Source: an optimization exercise on an open RTL-to-GDS flow (aim: small area and few clock cycles). Production flows keep margins and buffers that such runs may drop.
Function was checked by simulation only, so behaviour that the tests miss may differ from the original.
The flow treats the clock pin as an ideal source, which a real chip does not have.
Power figures rest on the tool's default switching activity, not on a simulated workload.

Setup of the previous run:
## ax5031_rtc
module ax5031_rtc (
    input  wire        clk,
    input  wire        rst,
    input  wire        cmd_valid,
    output wire        cmd_ready,
    input  wire [39:0] cmd_word,
    output wire        resp_valid,
    input  wire        resp_ready,
    output wire [3:0]  resp_code,
    output reg         resp_sv,
    output wire [7:0]  resp_status,
    output reg  [31:0] resp_data,
    output wire        cs_req,
    output wire        cs_high,
    input  wire        cs_ack,
    input  wire        cs_err,
    output wire        x_req,
    output wire [7:0]  x_tx,
    input  wire        x_ack,
    input  wire        x_err,
    input  wire [7:0]  x_rx
);
Settings: LEC_CHECK=0, CAP_MARGIN=20, CORE_MARGIN=2, CORE_UTILIZATION=70, PLACE_DENSITY=0.85, SLEW_MARGIN=20; clock period 10.0 ns.
standard.sh (not shown) runs the stock make flow with config.mk's settings and CLKGATE_MAP_FILE= SYNTH_SCRIPT=/design/flow/synth_recipe.tcl, a recipe that flattens the netlist after the stock synthesis.
==> flow/flow/run.sh <==
#!/bin/bash
# Layout flow: the standard ORFS flow, with two changes that leave the
# design and its registers as the standard synthesis makes them:
#  1. after the standard synthesis, the combinational logic between the
#     registers is mapped again with an area-oriented ABC script
#     (remap.abc, run with a few random seeds; the smallest result is kept);
#     flip-flops (names, cell types), tie cells and ports are kept as they are;
#  2. the port buffers are the smallest buffer cell (buf_1);
#  3. the clock tree is built by pre_cts.tcl (run as ORFS's PRE_CTS_TCL
#     hook): four clock buffers, each at the centroid of a quarter of the
#     flip-flops; TritonCTS then finds the clock already buffered and adds
#     nothing.  The rest of the CTS step (timing repair) runs as usual.
# Each tool writes its full output to a log file in this folder.
set -euo pipefail
HERE=$PWD
RES=$HERE/orfs/results/${FLOW_PLATFORM:-sky130hd}/ax5031_rtc/base
LIB=$FLOW_HOME/platforms/sky130hd/lib/sky130_fd_sc_hd__tt_025C_1v80.lib
YOSYS=$(command -v yosys || echo "$FLOW_HOME/../tools/install/yosys/bin/yosys")
export BUFFER_PORTS_ARGS="-buffer_cell sky130_fd_sc_hd__buf_1"
export PRE_CTS_TCL="$HERE/flow/pre_cts.tcl"
export CTS_ARGS="-dont_use_dummy_load -clk_nets clk"

# 1. standard synthesis
bash standard.sh "$RES/1_2_yosys.v" > standard_synth.log 2>&1

# 2. re-map the combinational logic
cp "$RES/1_2_yosys.v" "$HERE/1_2_yosys_standard.v"
KEEP=$(grep -o 'sky130_fd_sc_hd__[a-z0-9_]*' "$HERE/1_2_yosys_standard.v" | sort -u | grep -E '__(e?df|sdf|sedf|dl|conb)' | tr '\n' ' ')
for S in 1 2 3 4; do
  sed "s/@SEED@/$S/" "$HERE/flow/remap.abc" > "remap_$S.abc"
  cat > "remap_$S.ys" <<EOS
read_liberty -ignore_miss_func $LIB
blackbox $KEEP
read_verilog $HERE/1_2_yosys_standard.v
hierarchy -top $FLOW_TOP
flatten
opt_clean -purge
abc -script $HERE/remap_$S.abc -liberty $LIB -dont_use sky130_fd_sc_hd__lpflow_* -dont_use sky130_fd_sc_hd__probe_p_8 -dont_use sky130_fd_sc_hd__probec_p_8
splitnets
opt_clean -purge
hilomap -singleton -hicell sky130_fd_sc_hd__conb_1 HI -locell sky130_fd_sc_hd__conb_1 LO
insbuf -buf sky130_fd_sc_hd__buf_4 A X
opt_clean -purge
read_liberty -lib -ignore_miss_func $LIB
hierarchy -check -top $FLOW_TOP
check -assert
tee -o $HERE/remap_$S.area stat -liberty $LIB
write_verilog -noattr $HERE/1_2_yosys_remap_$S.v
EOS
  "$YOSYS" -s "remap_$S.ys" > "remap_$S.log" 2>&1 &
done
wait || true
BEST=""; BESTA=""
for S in 1 2 3 4; do
  A=$(grep -o "Chip area for module .*: [0-9.]*" "remap_$S.area" 2>/dev/null | awk '{print $NF}')
  [[ -n "$A" && -f "1_2_yosys_remap_$S.v" ]] || continue
  echo "seed $S: $A" >> remap_summary.log
  if [[ -z "$BESTA" ]] || awk "BEGIN{exit !($A < $BESTA)}"; then BEST=$S; BESTA=$A; fi
done
echo "kept seed $BEST ($BESTA)" >> remap_summary.log
[[ -n "$BEST" ]]
cp "1_2_yosys_remap_$BEST.v" "$RES/1_2_yosys.v"

# 3. the rest of the standard flow
bash standard.sh > standard.log 2>&1
==> flow/flow/remap.abc <==
strash
&get -n
&deepsyn -T 60 -S @SEED@
&put
dch -f
amap
topo
Other scripts of this flow, unchanged in this note and not shown: flow/flow/pre_cts.tcl
Testbench counts of the previous run, summed over its fixed seeds: cycles 89,736.
Here is what was changed in the inputs of the current run compared with the previous run.
- PLACE_DENSITY: 0.85 -> 0.75
- CORE_UTILIZATION: 70 -> 60
==> flow/flow/remap.abc <==
strash
&get -n
&deepsyn -T 90 -S @SEED@
&put
dch -f
amap
topo
[summary]
- Compared with the previous run, placement density in the core of the current run is lower.
- The current run: share of the clock period used by the worst path after layout is 1.5 points lower than what the previous run reported.
- Die extent in x ends up higher on the current run.
- The previous run -> the current run: wire length the detailed router placed on met1 increased by a little under 10%
- Routed wire length: the current run > the previous run
- The current run — data arrival time at the worst-slack endpoint 0.12 ns lower, the previous run as reference
- Changes observed in the current run relative to the previous run: fraction of power consumed by combinational cells saw an increase, stage delay of the slowest cell on the critical path saw an increase, global-route usage saw a decrease.

-- static timing again, ports no longer ideal --
The results above use ideal ports. As a check the final layouts listed here were re-extracted and re-timed, cells and wires unchanged.
Step 1 assumes that a clkbuf_16 drives the clock port and a buf_2 every other input.
Step 2 also shifts input and output timing later by t, the mid clock arrival at the registers, as if the neighbouring blocks saw the same clock.
Three values: no drivers, after step 1, after step 2; two values: the first two.
| run | t, ns | slack for setup (ns) | hold WS [ns] | worst register clock-pin slew, ns | worst slew at a driven data input, ns |
|---|---|---|---|---|---|
| the previous run | 0.229 | 4.210 / 4.253 / 4.024 | 0.616 / 0.616 / 0.616 | 0.12 / 0.12 | 0.04 |
| the current run | 0.231 | 4.356 / 4.408 / 4.176 | 0.615 / 0.615 / 0.615 | 0.10 / 0.10 | 0.04 |
After both steps setup and hold are still met in every run listed. For the previous run, which loses most, drivers alone change the setup slack by +0.043 ns; drivers and shift together by -0.186 ns.
